This design comes from an exercise in tuning for small area on the open sky130 flow, not from production work. Function was checked by simulation only, so behaviour that the tests miss may differ from the original. No driver is modelled on the clock port, so clocking that relies on it looks cheaper here than on a real chip. Power is estimated from default activity; no workload was simulated.

Setup of build 70:
==> flow/design.v <==
module jtag_txn_seq #(
    parameter integer MAX_POLLS = 200
) (
    input  wire        clk,
    input  wire        rst,
    input  wire        req_valid,
    output wire        req_ready,
    input  wire [3:0]  req_cmd,
    input  wire [31:0] req_addr,
    input  wire [31:0] req_wdata,
    output wire        rsp_valid,
    input  wire        rsp_ready,
    output wire [2:0]  rsp_status,
    output wire [1:0]  rsp_kind,
    output wire [31:0] rsp_rdata,
    output wire [31:0] rsp_idcode,
    output wire        rsp_dev_found,
    output wire [7:0]  rsp_dev_desc,
    output wire [7:0]  rsp_tp_err,
    output wire        port_suspect,
    input  wire        port_resync,
    output wire [31:0] seq_status,
    output wire [31:0] dbg_poll_count,
    output wire        tp_cmd_valid,
    input  wire        tp_cmd_ready,
    output reg  [1:0]  tp_cmd_op,
    output reg  [5:0]  tp_cmd_width,
    output reg  [31:0] tp_cmd_bits,
    input  wire        tp_rsp_valid,
    input  wire        tp_rsp_ok,
    input  wire [31:0] tp_rsp_bits,
    input  wire [7:0]  tp_rsp_err,
    output wire [10:0] cat_mfg_id,
    output wire [15:0] cat_part_id,
    input  wire        cat_found,
    input  wire [7:0]  cat_desc
);
    localparam [3:0] IR_STATUS      = 4'h8;
    localparam [3:0] IR_TXN_COMMAND = 4'h9;
    localparam [3:0] IR_ADDRESS     = 4'hA;
    localparam [3:0] IR_DATA        = 4'hB;
    localparam [3:0] IR_IDCODE      = 4'hC;
    localparam integer STATUS_FL_BIT = 1;
    localparam integer STATUS_RD_BIT = 2;
    localparam [3:0] PH_IDLE        = 4'h0;
    localparam [3:0] PH_ID_SEL      = 4'h1;
    localparam [3:0] PH_ID_SHIFT    = 4'h2;
    localparam [3:0] PH_ADDR_SEL    = 4'h3;
    localparam [3:0] PH_ADDR_SHIFT  = 4'h4;
    localparam [3:0] PH_WDATA_SEL   = 4'h5;
    localparam [3:0] PH_WDATA_SHIFT = 4'h6;
    localparam [3:0] PH_CMD_SEL     = 4'h7;
    localparam [3:0] PH_CMD_SHIFT   = 4'h8;
    localparam [3:0] PH_STAT_SEL    = 4'h9;
    localparam [3:0] PH_STAT_POLL   = 4'hA;
    localparam [3:0] PH_RDATA_SEL   = 4'hB;
    localparam [3:0] PH_RDATA_SHIFT = 4'hC;
    localparam [3:0] PH_RESPOND     = 4'hD;
    localparam [3:0] PH_FAULT       = 4'hE;
    localparam [1:0] K_IDENTIFY = 2'b00;
    localparam [1:0] K_READ     = 2'b01;
    localparam [1:0] K_WRITE    = 2'b10;
    localparam [1:0] K_FAULT    = 2'b11;
    localparam [1:0] OP_WRITE_IR = 2'b00;
    localparam [1:0] OP_READ_DR  = 2'b01;
    localparam [1:0] OP_WRITE_DR = 2'b10;
    reg [3:0]  phase;
    reg        waiting;
    reg [1:0]  kind;
    reg [1:0]  space;
    reg        suspect;
    reg [31:0] a_q;
    reg [31:0] w_q;
    wire [1:0] req_op = req_cmd[1:0];
    wire [1:0] req_sp = req_cmd[3:2];
    wire       req_illegal = (req_op == 2'b11) || (req_op != 2'b00 && req_sp == 2'b11);
    wire idle    = (phase == PH_IDLE);
    wire accept  = idle && req_valid;
    wire in_tp   = (phase != PH_IDLE) && (phase < PH_RESPOND);
    wire answer  = in_tp && waiting && tp_rsp_valid;
    always @(*) begin
        tp_cmd_op    = OP_WRITE_IR;
        tp_cmd_width = 6'd4;
        tp_cmd_bits  = 32'h0;
        case (phase)
            PH_ID_SEL:      tp_cmd_bits = {28'h0, IR_IDCODE};
            PH_ID_SHIFT:    begin tp_cmd_op = OP_READ_DR;  tp_cmd_width = 6'd32; end
            PH_ADDR_SEL:    tp_cmd_bits = {28'h0, IR_ADDRESS};
            PH_ADDR_SHIFT:  begin tp_cmd_op = OP_WRITE_DR; tp_cmd_width = 6'd32; tp_cmd_bits = a_q; end
            PH_WDATA_SEL:   tp_cmd_bits = {28'h0, IR_DATA};
            PH_WDATA_SHIFT: begin tp_cmd_op = OP_WRITE_DR; tp_cmd_width = 6'd32; tp_cmd_bits = w_q; end
            PH_CMD_SEL:     tp_cmd_bits = {28'h0, IR_TXN_COMMAND};
            PH_CMD_SHIFT:   begin tp_cmd_op = OP_WRITE_DR; tp_cmd_bits = {29'h0, kind[0], space}; end
            PH_STAT_SEL:    tp_cmd_bits = {28'h0, IR_STATUS};
            PH_STAT_POLL:   tp_cmd_op = OP_READ_DR;
            PH_RDATA_SEL:   tp_cmd_bits = {28'h0, IR_DATA};
            PH_RDATA_SHIFT: begin tp_cmd_op = OP_READ_DR;  tp_cmd_width = 6'd32; end
            default: ;
        endcase
    end
    assign tp_cmd_valid = in_tp && !waiting;
    wire [3:0] poll_bits  = tp_rsp_bits[3:0];
    wire       poll_fail  = poll_bits[STATUS_FL_BIT];
    wire       poll_ready = poll_bits[STATUS_RD_BIT];
    wire [7:0] poll_next  = a_q[7:0] + 8'd1;
    wire       poll_limit = (poll_next == MAX_POLLS[7:0]);
    assign cat_mfg_id  = w_q[11:1];
    assign cat_part_id = w_q[27:12];
    always @(posedge clk) begin
        if (rst) begin
            phase   <= PH_IDLE;
            suspect <= 1'b1;
        end else begin
            if (idle && port_resync)
                suspect <= 1'b0;
            if (accept) begin
                waiting <= 1'b0;
                space   <= req_sp;
                if (req_illegal) begin
                    kind  <= K_FAULT;
                    phase <= PH_FAULT;
                end else begin
                    kind  <= req_op;
                    phase <= (req_op == K_IDENTIFY) ? PH_ID_SEL : PH_ADDR_SEL;
                end
            end
            if (phase == PH_RESPOND && rsp_ready)
                phase <= PH_IDLE;
            if (in_tp) begin
                if (!waiting) begin
                    if (tp_cmd_ready)
                        waiting <= 1'b1;
                end else if (tp_rsp_valid) begin
                    waiting <= !tp_rsp_ok;
                    if (!tp_rsp_ok) begin
                        suspect <= 1'b1;
                        phase   <= PH_RESPOND;
                    end else begin
                        case (phase)
                            PH_ID_SEL:      phase <= PH_ID_SHIFT;
                            PH_ID_SHIFT:    phase <= PH_RESPOND;
                            PH_ADDR_SEL:    phase <= PH_ADDR_SHIFT;
                            PH_ADDR_SHIFT:  phase <= kind[1] ? PH_WDATA_SEL : PH_CMD_SEL;
                            PH_WDATA_SEL:   phase <= PH_WDATA_SHIFT;
                            PH_WDATA_SHIFT: phase <= PH_CMD_SEL;
                            PH_CMD_SEL:     phase <= PH_CMD_SHIFT;
                            PH_CMD_SHIFT:   phase <= PH_STAT_SEL;
                            PH_STAT_SEL:    phase <= PH_STAT_POLL;
                            PH_STAT_POLL: begin
                                if (poll_fail) begin
                                    phase <= PH_RESPOND;
                                end else if (poll_ready) begin
                                    phase <= kind[0] ? PH_RDATA_SEL : PH_RESPOND;
                                end else if (poll_limit) begin
                                    suspect <= 1'b1;
                                    phase   <= PH_RESPOND;
                                end
                            end
                            PH_RDATA_SEL:   phase <= PH_RDATA_SHIFT;
                            default:        phase <= PH_RESPOND;
                        endcase
                    end
                end
            end
        end
    end
    wire        rw_req = !req_illegal && (req_op != K_IDENTIFY);
    wire        a_load = !rst && accept && rw_req;
    wire        a_poll = !rst && answer && tp_rsp_ok && (phase == PH_STAT_POLL);
    wire        a_clr  = rst || (accept && !rw_req) ||
                         (answer && (phase == PH_ADDR_SHIFT || (phase == PH_ADDR_SEL && !tp_rsp_ok)));
    wire        a_hold = !a_load && !a_poll && !a_clr && !accept;
    always @(posedge clk) begin
        if (accept)
            a_q[31:12] <= req_addr[31:12];
        a_q[11:0] <= ({12{a_load}} & req_addr[11:0])
                   | ({12{a_poll}} & {poll_bits, poll_next})
                   | ({12{a_hold}} & a_q[11:0]);
    end
    wire        w_load = accept;
    wire        w_cap  = answer && (!kind[1] || !tp_rsp_ok);
    wire        w_ok   = w_cap && tp_rsp_ok;
    wire        w_err  = w_cap && !tp_rsp_ok;
    wire        w_hold = !w_load && !w_cap;
    always @(posedge clk) begin
        w_q[31:8] <= ({24{w_load}} & req_wdata[31:8])
                   | ({24{w_cap}}  & tp_rsp_bits[31:8])
                   | ({24{w_hold}} & w_q[31:8]);
        w_q[7:0]  <= ({8{w_load}} & req_wdata[7:0])
                   | ({8{w_ok}}   & tp_rsp_bits[7:0])
                   | ({8{w_err}}  & tp_rsp_err)
                   | ({8{w_hold}} & w_q[7:0]);
    end
    wire is_respond = (phase == PH_RESPOND);
    wire is_fault   = (phase == PH_FAULT);
    wire       show_polls  = !(phase == PH_ADDR_SEL || phase == PH_ADDR_SHIFT);
    wire [3:0] last_status = show_polls ? a_q[11:8] : 4'h0;
    wire       rw_kind     = kind[1] | kind[0];
    wire       tp_error = waiting;
    wire       lst_fl   = last_status[STATUS_FL_BIT];
    wire       lst_rd   = last_status[STATUS_RD_BIT];
    wire [2:0] status   = is_fault ? 3'd4 :
                          {1'b0, tp_error | (rw_kind & !lst_fl & !lst_rd),
                                 !tp_error & rw_kind & (lst_fl | !lst_rd)};
    assign req_ready      = idle;
    assign rsp_valid      = is_respond || is_fault;
    assign rsp_status     = status;
    assign rsp_kind       = kind;
    assign rsp_rdata      = w_q;
    assign rsp_idcode     = w_q;
    assign rsp_dev_found  = cat_found;
    assign rsp_dev_desc   = cat_desc;
    assign rsp_tp_err     = w_q[7:0];
    assign port_suspect   = suspect;
    assign dbg_poll_count = {24'h0, show_polls ? a_q[7:0] : 8'h0};
    wire id_ok = is_respond && (kind == K_IDENTIFY) && !tp_error;
    assign seq_status = {14'h0,
                         rsp_valid ? kind : 2'b00,
                         last_status,
                         phase,
                         id_ok & cat_found,
                         rsp_valid ? status : 3'b000,
                         is_fault,
                         suspect,
                         rsp_valid,
                         in_tp};
endmodule
Settings: LEC_CHECK=0, ABC_AREA=1, CAP_MARGIN=20, CORE_MARGIN=2, CORE_UTILIZATION=40, CTS_BUF_LIST=sky130_fd_sc_hd__clkbuf_8, PLACE_DENSITY=0.6, SLEW_MARGIN=20; clock period 10.0 ns.
standard.sh (not shown) runs the stock make flow with config.mk's settings and CLKGATE_MAP_FILE= SYNTH_SCRIPT=/design/flow/synth_recipe.tcl, a recipe that flattens the netlist after the stock synthesis.
==> flow/flow/run.sh <==
#!/bin/bash
# Standard layout with these changes:
#  * synthesis is the standard script without the fixed adder cells, with
#    an area-oriented ABC script
#    (flow/abc_area.script) in place of ORFS's abc_area.script;
#  * the port buffers are made from the smallest buffer cell, and constant
#    outputs share one tie cell;
#  * the clock tree has no dummy balancing loads, and lightly loaded leaf
#    buffers are downsized (flow/clkresize.tcl).
set -euo pipefail
export BUFFER_PORTS_ARGS="-buffer_cell sky130_fd_sc_hd__buf_1"
export SKIP_REPAIR_TIE_FANOUT=1
export CTS_ARGS="-sink_clustering_enable -repair_clock_nets -dont_use_dummy_load -buf_list sky130_fd_sc_hd__clkbuf_8"
rm -rf scripts_abc
cp -r "$FLOW_HOME/scripts" scripts_abc
cp flow/abc_area.script scripts_abc/abc_area.script
# no fixed adder cells: ABC maps the adders with the rest of the logic
ADDER_MAP_FILE= SCRIPTS_DIR="$PWD/scripts_abc" bash standard.sh synth > synth.log 2>&1
bash standard.sh cts > cts.log 2>&1
RESULTS="$PWD/orfs/results/sky130hd/jtag_txn_seq/base" SLEW_MAX=0.115 \
  openroad -no_init -exit flow/clkresize.tcl > clkresize.log 2>&1
bash standard.sh > standard.log 2>&1
==> flow/flow/abc_area.script <==
strash
&get -n
&deepsyn -J 100
&dch -f
&nf -a -R 1000
&put
strash
&get -n
&deepsyn -J 100
&dch -f
&nf -a -R 1000
&put
strash
&get -n
&deepsyn -J 100
&dch -f
&nf -a -R 1000
&put
topo
Other scripts of this flow, unchanged in this note and not shown: flow/flow/clkresize.tcl
In summary, build 70 completed successfully, with a layout that passed the timing, DRC and antenna checks.
Here is what was changed in the inputs of build 14 compared with build 70.
-- flow/flow/run.sh --
<<< build 70, line 11
export BUFFER_PORTS_ARGS="-buffer_cell sky130_fd_sc_hd__buf_1"
export SKIP_REPAIR_TIE_FANOUT=1
export CTS_ARGS="-sink_clustering_enable -repair_clock_nets -dont_use_dummy_load -buf_list sky130_fd_sc_hd__clkbuf_8"
rm -rf scripts_abc
>>> build 14, line 11
export BUFFER_PORTS_ARGS="-buffer_cell sky130_fd_sc_hd__buf_1"
export SKIP_REPAIR_TIE_FANOUT=1
export RECOVER_POWER=100
export CTS_ARGS="-sink_clustering_enable -repair_clock_nets -dont_use_dummy_load -buf_list sky130_fd_sc_hd__clkbuf_8"
rm -rf scripts_abc
- Going from build 70 to build 14, cell-internal power now sits at about the same level; total power now sits lower; via count now sits higher.
- Final worst slack on build 14 is down relative to build 70.
- On build 14: share of the clock period used by the worst path after layout is 6.0 points higher than what build 70 gave.
- Re number of buffer and inverter stages on the critical path: no difference whatsoever between build 14 and build 70.
- FAIL: build 14; every other run in build 70 and build 14 is clean
- Build 14: complete, dirty (capacitance limit, slew limit)
The inputs of build 15 differ from those of build 14 as listed below.
Settings: swapping 40 for 50 in CORE_UTILIZATION.
-- flow/flow/run.sh --
<<< build 14, line 11
export BUFFER_PORTS_ARGS="-buffer_cell sky130_fd_sc_hd__buf_1"
export SKIP_REPAIR_TIE_FANOUT=1
export RECOVER_POWER=100
export CTS_ARGS="-sink_clustering_enable -repair_clock_nets -dont_use_dummy_load -buf_list sky130_fd_sc_hd__clkbuf_8"
rm -rf scripts_abc
>>> build 15, line 11
export BUFFER_PORTS_ARGS="-buffer_cell sky130_fd_sc_hd__buf_1"
export SKIP_REPAIR_TIE_FANOUT=1
export CTS_ARGS="-sink_clustering_enable -repair_clock_nets -dont_use_dummy_load -buf_list sky130_fd_sc_hd__clkbuf_8"
rm -rf scripts_abc
## What came out
Status: build 15 FAILED at 3_2_place_iop (tool error). Of build 14 and build 15, the higher floorplan row count belongs to build 14. Any difference in unique cell type count in the Yosys netlist between build 14 and build 15 is small enough to ignore. Build 15 gives less vertical extent of the die than build 14 did. For width of the die, dividing the value from build 15 by the value from build 14 gives 0.898. [compare] base=build 14 new=build 15: register bit count reported by yosys level, sequential-to-total area share from yosys stat level.
### build 15 -> build 93
Settings: an added GPL_ROUTABILITY_DRIVEN of 0; an added GPL_TIMING_DRIVEN of 0; a change of CORE_UTILIZATION from 50 to 40.
Findings:
Build 93: flow completed, timing, DRC and antenna clean. Compared with build 15, build 93 shows row count that has gone up by more than 10%. Area share of and/or/nand/nor cells after synthesis came out exactly the same in build 15 and build 93. Build 15 -> build 93: xor/xnor share of the synthesized area delta 0, exact match. From build 15 to build 93 the numbers moved as follows: overall die height now sits higher, fraction of registers with async set or reset after synthesis ~0 delta. Looking at die span in x, build 93 sits 11% higher than build 15 does. Comparing build 15 and build 93, the lower starting utilization of the core area is on build 93.
### build 93 -> build 76
Settings: SLEW_MARGIN: 20 -> 10; GPL_ROUTABILITY_DRIVEN: 0 -> unset; GPL_TIMING_DRIVEN: 0 -> unset; CAP_MARGIN: 20 -> 10.
[summary]
- Build 76 vs build 93 — delay of the slowest cell on the worst path rose 0.02 ns.
- Diff build 93 and build 76: combinational power share higher in build 93
- Build 76 against build 93: global-route usage shrank by 0.88 points, via count of the routed design shrank by about 11%, share of total power consumed by net switching grew by 4.5 points, share of power burned in registers grew by 4.9 points, non-clock buffering overhead in the final layout shrank by 14 points.
#### Input delta (build 28 over build 76)
Settings: a change of SLEW_MARGIN from 10 to 20; a change of CAP_MARGIN from 10 to 20.
==> flow/flow/abc_area.script <==
strash
&get -n
&deepsyn -J 100
&dch -f
&nf -a -R 1000
&put
topo
Notes after the runs:
The final layout from build 28, which completed every stage, passed the timing, DRC and antenna checks at the end of the flow. | layout-stage area growth over the synthesis result | build 28 vs build 76 | 0.37 points higher |. Build 28 and build 76 ended up with roughly the same number of flops mapped to enable cells by yosys. Compared with build 76, detailed-route wire length in build 28 decreased slightly. The die height was comparable across build 76 and build 28. Relative to build 76, cell area increased by 0.40% in build 28.

========
jtag_txn_seq, a different RTL version from the one above (not shown whole).
Size: roughly 77 flip-flops, ~350 I/O pins, about 5200 um^2 of cells after synthesis.
export LEC_CHECK = 0
export CAP_MARGIN = 20
export CORE_MARGIN = 2
export CORE_UTILIZATION = 40
export CTS_BUF_LIST = sky130_fd_sc_hd__clkbuf_8
export PLACE_DENSITY = 0.6
export SLEW_MARGIN = 20
create_clock -name core_clock -period 10.0 [get_ports {clk}]
==> flow/flow/run.sh <==
#!/bin/bash
# Standard layout, with the port buffers made from the smallest buffer cell.
set -euo pipefail
export BUFFER_PORTS_ARGS="-buffer_cell sky130_fd_sc_hd__buf_1"
export SKIP_REPAIR_TIE_FANOUT=1
bash standard.sh > standard.log 2>&1
Next try:
==> flow/run.sh (new file) <==
#!/bin/bash
# synth_recipe.tcl (not shown) runs the flow's synth.tcl, then flattens the netlist and writes it again
# the make line also repeats each setting of config.mk as NAME=value (left out here)
make -C /OpenROAD-flow-scripts/flow DESIGN_CONFIG=/design/flow/config.mk WORK_HOME=/design/flow/orfs CLKGATE_MAP_FILE= SYNTH_SCRIPT=/design/flow/synth_recipe.tcl finish
CTS_BUF_LIST = unset   (was sky130_fd_sc_hd__clkbuf_8)
removed: flow/flow/run.sh
removed: flow/standard.sh
Effect: Cell area came out higher by well over a third. Maximum frequency came out lower by roughly a tenth. Synthesized cell count does not change. Cell count came out higher by a few percent. Routed wire length came out higher by roughly a tenth. Clock power came out higher by well over a third. Worst setup slack gets worse by 700 ps. Global-route usage came out higher by 2.8 points. Via count came out higher by a few percent.

[static timing again, ports no longer ideal]
In the flow no input, the clock included, has a driving cell. The finished layouts below were timed again as built, in two steps. Step 1 (the two cells are an assumption about what drives the block):
set clk [get_ports {clk}]
set_driving_cell -lib_cell sky130_fd_sc_hd__clkbuf_16 $clk
set_driving_cell -lib_cell sky130_fd_sc_hd__buf_2 [delete_from_list [all_inputs] $clk]
Step 2 moves the port delays by t, midway between the first and last clock arrival at a register: inputs arrive t later, outputs are due t later. That takes back most of the time a late clock gives input paths. Slacks: no drivers / after step 1 / after step 2; pairs: no drivers / after step 1.
| run | shift t [ns] | setup WS [ns] | worst hold slack (ns) | cell pins on the clock port's net |
|---|---|---|---|---|
| build 70 | 0.437 | 4.507 / 4.475 / 4.912 | 0.476 / 0.476 / 0.476 | 1 |
| build 14 | 0.436 | 3.908 / 3.876 / 4.189 | 0.476 / 0.476 / 0.476 | 1 |
| build 93 | 0.429 | 4.458 / 4.423 / 4.852 | 0.480 / 0.480 / 0.480 | 1 |
| build 76 | 0.440 | 4.600 / 4.568 / 5.008 | 0.477 / 0.477 / 0.477 | 1 |
| build 28 | 0.427 | 4.856 / 4.823 / 5.250 | 0.490 / 0.490 / 0.490 | 1 |
| the first run of note 2 | 0.401 | 5.125 / 5.092 / 5.269 | 0.554 / 0.554 / 0.554 | 1 |
| the second run of note 2 | 0.378 | 4.424 / 4.397 / 4.397 | 0.532 / 0.532 / 0.532 | 1 |
For the second run of note 2, which loses most, drivers alone change the setup slack by -0.027 ns; drivers and shift together by -0.027 ns.
